Context: an optimization exercise on an open-source flow, tuned for small area. The choices shown serve that exercise and are no tape-out recipe. At most, simulation tests tie the RTL to the original design; equivalence was not proved. Power is estimated from default activity; no workload was simulated.

==> flow/design.v <==
module vm_core (
    input  wire         clk,
    input  wire         rst,
    input  wire [159:0] image,
    output wire [1:0]   run_state,
    output wire [1:0]   fault_kind,
    output wire [15:0]  fault_addr,
    output wire [7:0]   fault_opcode,
    output wire [2:0]   fault_op,
    output wire [15:0]  ip,
    output wire [15:0]  r1,
    output wire [15:0]  r2,
    output wire [159:0] mem
);
    localparam [3:0] ST_CLR   = 4'd0;    
    localparam [3:0] ST_FETCH = 4'd1;    
    localparam [3:0] ST_D1    = 4'd2;    
    localparam [3:0] ST_D2    = 4'd3;    
    localparam [3:0] ST_SEEK  = 4'd4;    
    localparam [3:0] ST_CMP   = 4'd5;    
    localparam [3:0] ST_EXEC  = 4'd6;    
    localparam [3:0] ST_ALIGN = 4'd7;    
    localparam [3:0] ST_DONE  = 4'd8;
    reg [159:0] m;         
    reg [4:0]   rot;
    reg [15:0]  x0, x1, x2;
    reg [3:0]   st;
    reg [3:0]   cnt;
    reg [7:0]   fb;        
    reg [2:0]   opc;
    reg [1:0]   sa;        
    reg         eq;
    reg         c, c2;
    reg [2:0]   fop;
    reg [1:0]   code;
    wire [7:0] h0 = m[7:0];
    assign ip  = x0;
    assign r1  = x1;
    assign r2  = x2;
    assign mem = m;
    wire isLD   = (opc == 3'd1);
    wire isST   = (opc == 3'd2);
    wire isADD  = (opc == 3'd3);
    wire isSUB  = (opc == 3'd4);
    wire isJMP  = (opc == 3'd5);
    wire isJE   = (opc == 3'd6);
    wire isADDI = (opc == 3'd7);
    wire [4:0] p       = x0[4:0];
    wire       ip_neg  = x0[15];
    wire       ip_past = !x0[15] && (x0[14:5] != 10'd0 || x0[4:0] >= 5'd20);
    wire       at_ip   = (rot == p);
    wire       rot0    = (rot == 5'd0);
    wire h0_legal = (h0[7:3] == 5'd0) && (h0[2:0] != 3'd0);
    wire h0_halt  = (h0 == 8'hFF);
    wire opnd_oob = (h0[2:0] == 3'd5 || h0[2:0] == 3'd6) ? (p == 5'd19) :
                    (h0[2:0] == 3'd7) ? (p >= 5'd17) : (p >= 5'd18);
    wire h0_gt2  = (h0 > 8'd2);
    wire h0_gt18 = (h0 > 8'd18);
    wire h0_gt19 = (h0 > 8'd19);
    wire a  = (sa == 2'd0) ? x0[0] : (sa == 2'd1) ? x1[0] : x2[0];
    wire bq = (h0[1:0] == 2'd0) ? x0[0] : (h0[1:0] == 2'd1) ? x1[0] : x2[0];
    wire w0 = m[0];
    wire jumping = isJMP | (isJE & eq);
    wire opA = (isLD | isJMP | isJE) ? 1'b0 : a;
    wire opB = isADD ? bq : isSUB ? ~bq : (isJMP | isJE) ? (w0 & ~cnt[3]) : w0;
    wire res = opA ^ opB ^ c;
    wire c_n = (opA & opB) | (opA & c) | (opB & c);
    wire       dst_r1 = isADD | isSUB | ((isLD | isADDI) & (sa == 2'd1));
    wire       dst_r2 = (isLD | isADDI) & (sa == 2'd2);
    wire       dst_ip = ((isLD | isADDI) & (sa == 2'd0)) | jumping;
    wire lb0 = !jumping && !isJE && !isADDI;           
    wire lb1 = !jumping && !isADDI;                     
    wire lb2 = isADDI;                                  
    wire kb  = (cnt == 4'd0) ? lb0 : (cnt == 4'd1) ? lb1 : (cnt == 4'd2) ? lb2 : 1'b0;
    wire ips = dst_ip ? res : x0[0];
    wire ipo = jumping ? res : (ips ^ kb ^ c2);
    wire c2_n = (ips & kb) | (ips & c2) | (kb & c2);
    wire clr  = (st == ST_CLR);
    wire exec = (st == ST_EXEC);
    wire shreg = clr | exec | (st == ST_CMP);
    wire in0 = clr ? 1'b0 : exec ? ipo : x0[0];
    wire in1 = clr ? 1'b0 : (exec & dst_r1) ? res : x1[0];
    wire in2 = clr ? 1'b0 : (exec & dst_r2) ? res : x2[0];
    wire eq_n = eq & (x1[0] == x2[0]);
    reg        rotate;     
    reg        wsh;        
    reg [3:0]  st_n;
    reg        fb_ld;
    reg        end_now;    
    reg [1:0]  code_n;
    reg [2:0]  fop_n;
    always @* begin
        rotate  = 1'b0;
        wsh     = 1'b0;
        st_n    = st;
        fb_ld   = 1'b0;
        end_now = 1'b0;
        code_n  = 2'd3;
        fop_n   = 3'd0;
        case (st)
            ST_CLR: if (cnt == 4'd15) st_n = ST_FETCH;
            ST_FETCH: begin
                if (ip_past) begin
                    end_now = 1'b1; code_n = 2'd2;
                end else if (ip_neg) begin
                    end_now = 1'b1; fop_n = 3'd1;
                end else if (!at_ip) begin
                    rotate = 1'b1;
                end else begin
                    fb_ld = 1'b1;
                    if (h0_halt) begin
                        end_now = 1'b1; code_n = 2'd1;
                    end else if (!h0_legal) begin
                        end_now = 1'b1; fop_n = 3'd0;
                    end else if (opnd_oob) begin
                        end_now = 1'b1; fop_n = 3'd2;
                    end else begin
                        rotate = 1'b1; st_n = ST_D1;
                    end
                end
            end
            ST_D1: begin
                if (isJMP) begin
                    if (h0_gt19) begin
                        end_now = 1'b1; fop_n = 3'd5; fb_ld = 1'b1;
                    end else st_n = ST_EXEC;
                end else if (isJE) begin
                    st_n = ST_CMP;
                end else if (h0_gt2) begin
                    end_now = 1'b1; fop_n = 3'd0;
                end else begin
                    rotate = 1'b1; st_n = ST_D2;
                end
            end
            ST_D2: begin
                if (isLD | isST) begin
                    fb_ld = 1'b1;
                    if (h0_gt18) begin
                        end_now = 1'b1; fop_n = isLD ? 3'd3 : 3'd4;
                    end else st_n = ST_SEEK;
                end else if ((isADD | isSUB) & h0_gt2) begin
                    end_now = 1'b1; fop_n = 3'd0;
                end else st_n = ST_EXEC;
            end
            ST_SEEK: begin
                if (rot == fb[4:0]) st_n = ST_EXEC;
                else rotate = 1'b1;
            end
            ST_CMP: begin
                if (cnt == 4'd15) begin
                    if (eq_n & h0_gt19) begin
                        end_now = 1'b1; fop_n = 3'd5; fb_ld = 1'b1;
                    end else st_n = ST_EXEC;
                end
            end
            ST_EXEC: begin
                wsh = !(isADD | isSUB);
                if (cnt == 4'd15) st_n = ST_FETCH;
            end
            ST_ALIGN: begin
                if (rot0) st_n = ST_DONE;
                else rotate = 1'b1;
            end
            default: ;
        endcase
        if (end_now) st_n = rot0 ? ST_DONE : ST_ALIGN;
    end
    wire [4:0] rot_inc = (rot == 5'd19) ? 5'd0 : rot + 5'd1;
    wire [159:0] m_rot = {m[7:0], m[159:8]};
    wire [15:0]  w_sh  = {(isST ? a : m[0]), m[15:1]};
    wire sel_rot  = !rst & rotate;
    wire sel_wsh  = !rst & wsh;
    wire sel_hold = !rst & !rotate;           
    wire sel_hw   = !rst & !rotate & !wsh;    
    wire [159:0] m_n = ({160{rst}} & image) | ({160{sel_rot}} & m_rot) |
                       ({144'd0, {16{sel_wsh}} & w_sh}) |
                       ({{144{sel_hold}}, {16{sel_hw}}} & m);
    always @(posedge clk) m <= m_n;
    always @(posedge clk) begin
        if (rst) begin
            rot <= 5'd0;
            st  <= ST_CLR;
            cnt <= 4'd0;
        end else begin
            if (rotate) rot <= rot_inc;
            st  <= st_n;
            cnt <= (st_n != st) ? 4'd0 : cnt + 4'd1;
        end
    end
    always @(posedge clk) begin
        if (shreg) begin
            x0 <= {in0, x0[15:1]};
            x1 <= {in1, x1[15:1]};
            x2 <= {in2, x2[15:1]};
        end
        if (fb_ld) fb <= h0;
        if (st == ST_FETCH) opc <= h0[2:0];
        if (st == ST_D1) sa <= h0[1:0];
        if (st == ST_D1) eq <= 1'b1;
        else if (st == ST_CMP) eq <= eq_n;
        if (st != ST_EXEC) begin
            c  <= (st_n == ST_EXEC) & isSUB;
            c2 <= 1'b0;
        end else begin
            c  <= c_n;
            c2 <= c2_n;
        end
        if (end_now) begin
            code <= code_n;
            fop  <= fop_n;
        end
    end
    wire done    = (st == ST_DONE);
    wire faulted = (code == 2'd3);
    wire f_ip    = (fop == 3'd1) | (fop == 3'd0 & faulted);
    wire f_fb    = (fop == 3'd2) | (fop == 3'd0 & faulted);
    assign run_state    = done ? code : 2'd0;
    assign fault_op     = fop;
    assign fault_kind   = !faulted ? 2'd0 : (fop == 3'd0) ? 2'd1 : 2'd2;
    assign fault_addr   = f_ip ? x0 : (fop == 3'd2) ? 16'd20 :
                          (fop[2] | (fop == 3'd3)) ? {8'd0, fb} : 16'd0;
    assign fault_opcode = f_fb ? fb : (fop[2] | (fop == 3'd3)) ? {5'd0, opc} : 8'd0;
endmodule
clock: 10.0 ns
lec_check: 0
abc_area: 1
cap_margin: 20
core_margin: 2
core_utilization: 30
cts_buf_list: sky130_fd_sc_hd__clkbuf_16
cts_cluster_diameter: 120
cts_cluster_size: 20
slew_margin: 20
standard.sh (not shown) runs the stock make flow with config.mk's settings and CLKGATE_MAP_FILE= SYNTH_SCRIPT=/design/flow/synth_recipe.tcl, a recipe that flattens the netlist after the stock synthesis.
==> flow/flow/run.sh <==
#!/bin/bash
export BUFFER_PORTS_ARGS="-buffer_cell sky130_fd_sc_hd__buf_1"
bash standard.sh > standard.log 2>&1
Change:
--- a/flow/design.v
+++ b/flow/design.v
@@ -29,12 +29,11 @@
     reg [7:0]   fb;        
     reg [2:0]   opc;
     reg [1:0]   sa;        
     reg         eq;
     reg         c, c2;
-    reg [2:0]   fop;
-    reg [1:0]   code;
+    reg [2:0]   oc;        
     wire [7:0] h0 = m[7:0];
     assign ip  = x0;
     assign r1  = x1;
     assign r2  = x2;
     assign mem = m;
@@ -85,73 +84,71 @@
     reg        rotate;     
     reg        wsh;        
     reg [3:0]  st_n;
     reg        fb_ld;
     reg        end_now;    
-    reg [1:0]  code_n;
-    reg [2:0]  fop_n;
+    reg [2:0]  oc_n;
     always @* begin
         rotate  = 1'b0;
         wsh     = 1'b0;
         st_n    = st;
         fb_ld   = 1'b0;
         end_now = 1'b0;
-        code_n  = 2'd3;
-        fop_n   = 3'd0;
+        oc_n    = 3'd0;
         case (st)
             ST_CLR: if (cnt == 4'd15) st_n = ST_FETCH;
             ST_FETCH: begin
                 if (ip_past) begin
-                    end_now = 1'b1; code_n = 2'd2;
+                    end_now = 1'b1; oc_n = 3'd7;
                 end else if (ip_neg) begin
-                    end_now = 1'b1; fop_n = 3'd1;
+                    end_now = 1'b1; oc_n = 3'd1;
                 end else if (!at_ip) begin
                     rotate = 1'b1;
                 end else begin
                     fb_ld = 1'b1;
                     if (h0_halt) begin
-                        end_now = 1'b1; code_n = 2'd1;
+                        end_now = 1'b1; oc_n = 3'd6;
                     end else if (!h0_legal) begin
-                        end_now = 1'b1; fop_n = 3'd0;
+                        end_now = 1'b1; oc_n = 3'd0;
                     end else if (opnd_oob) begin
-                        end_now = 1'b1; fop_n = 3'd2;
+                        end_now = 1'b1; oc_n = 3'd2;
                     end else begin
                         rotate = 1'b1; st_n = ST_D1;
                     end
                 end
             end
             ST_D1: begin
                 if (isJMP) begin
                     if (h0_gt19) begin
-                        end_now = 1'b1; fop_n = 3'd5; fb_ld = 1'b1;
+                        end_now = 1'b1; oc_n = 3'd5; fb_ld = 1'b1;
                     end else st_n = ST_EXEC;
                 end else if (isJE) begin
                     st_n = ST_CMP;
                 end else if (h0_gt2) begin
-                    end_now = 1'b1; fop_n = 3'd0;
+                    end_now = 1'b1; oc_n = 3'd0;
                 end else begin
                     rotate = 1'b1; st_n = ST_D2;
                 end
             end
             ST_D2: begin
                 if (isLD | isST) begin
                     fb_ld = 1'b1;
                     if (h0_gt18) begin
-                        end_now = 1'b1; fop_n = isLD ? 3'd3 : 3'd4;
+                        end_now = 1'b1; oc_n = isLD ? 3'd3 : 3'd4;
                     end else st_n = ST_SEEK;
                 end else if ((isADD | isSUB) & h0_gt2) begin
-                    end_now = 1'b1; fop_n = 3'd0;
+                    end_now = 1'b1; oc_n = 3'd0;
                 end else st_n = ST_EXEC;
             end
             ST_SEEK: begin
                 if (rot == fb[4:0]) st_n = ST_EXEC;
                 else rotate = 1'b1;
             end
             ST_CMP: begin
                 if (cnt == 4'd15) begin
                     if (eq_n & h0_gt19) begin
-                        end_now = 1'b1; fop_n = 3'd5; fb_ld = 1'b1;
+                        end_now = 1'b1; oc_n = 3'd5; fb_ld = 1'b1;
                     end else st_n = ST_EXEC;
                 end
             end
             ST_EXEC: begin
                 wsh = !(isADD | isSUB);
@@ -203,21 +200,20 @@
             c2 <= 1'b0;
         end else begin
             c  <= c_n;
             c2 <= c2_n;
         end
-        if (end_now) begin
-            code <= code_n;
-            fop  <= fop_n;
-        end
+        if (end_now) oc <= oc_n;
     end
     wire done    = (st == ST_DONE);
-    wire faulted = (code == 2'd3);
-    wire f_ip    = (fop == 3'd1) | (fop == 3'd0 & faulted);
-    wire f_fb    = (fop == 3'd2) | (fop == 3'd0 & faulted);
-    assign run_state    = done ? code : 2'd0;
+    wire faulted = !(oc[2] & oc[1]);
+    wire [2:0] fop = faulted ? oc : 3'd0;
+    wire f_ip    = (oc == 3'd1) | (oc == 3'd0);
+    wire f_fb    = (oc == 3'd2) | (oc == 3'd0);
+    wire f_by    = (oc == 3'd3) | (oc == 3'd4) | (oc == 3'd5);
+    assign run_state    = !done ? 2'd0 : faulted ? 2'd3 : oc[0] ? 2'd2 : 2'd1;
     assign fault_op     = fop;
-    assign fault_kind   = !faulted ? 2'd0 : (fop == 3'd0) ? 2'd1 : 2'd2;
-    assign fault_addr   = f_ip ? x0 : (fop == 3'd2) ? 16'd20 :
-                          (fop[2] | (fop == 3'd3)) ? {8'd0, fb} : 16'd0;
-    assign fault_opcode = f_fb ? fb : (fop[2] | (fop == 3'd3)) ? {5'd0, opc} : 8'd0;
+    assign fault_kind   = !faulted ? 2'd0 : (oc == 3'd0) ? 2'd1 : 2'd2;
+    assign fault_addr   = f_ip ? x0 : (oc == 3'd2) ? 16'd20 :
+                          f_by ? {8'd0, fb} : 16'd0;
+    assign fault_opcode = f_fb ? fb : f_by ? {5'd0, opc} : 8'd0;
 endmodule
The new run passed the timing, DRC and antenna checks.
Global-route usage is higher by 0.29 points.
Final cell count drops by 3.9%.
Die area shrinks by 0.63%.
Final area hardly moves.
Power increases by 1.6%.
Hold slack gets better by 0.010 ns.
Maximum frequency fell by 3.6%.
Via count decreases by 2.6%.
Clock-buffer cell count stays the same.
Sequential cell count decreases by 2.
Synthesized cell count went down by 6.4%.
Non-clock buffer count stays the same.
Utilization is about the same.
Synthesized area falls by 0.65%.
Only the layout flow was run in the first run of this note; the RTL was not checked for function there.

-- static timing again, ports no longer ideal --
The flow's constraints put no driver on any port. The routed layouts listed below were extracted and timed again, unchanged, in two steps. Step 1 assumes that a clkbuf_16 drives the clock port and a buf_2 every other input. Step 2, shift: input delay + t, output delay - t, t = (earliest + latest rising clock arrival at the registers) / 2. This alone moves slack from input paths to output paths. Slacks: no drivers / after step 1 / after step 2; pairs: no drivers / after step 1.
run	t, ns	setup WS [ns]	hold WS [ns]	worst data-port slew with drivers (ns)	pins driven straight from the clock port
the first run	0.551	5.540 / 5.488 / 5.841	0.443 / 0.443 / 0.443	0.11	1
the second run	0.549	5.372 / 5.402 / 4.853	0.453 / 0.453 / 0.453	0.09	1
After both steps setup and hold are still met in every run listed. The setup slack of the second run, which loses most, moves by +0.030 ns with the drivers and by -0.519 ns with both steps.
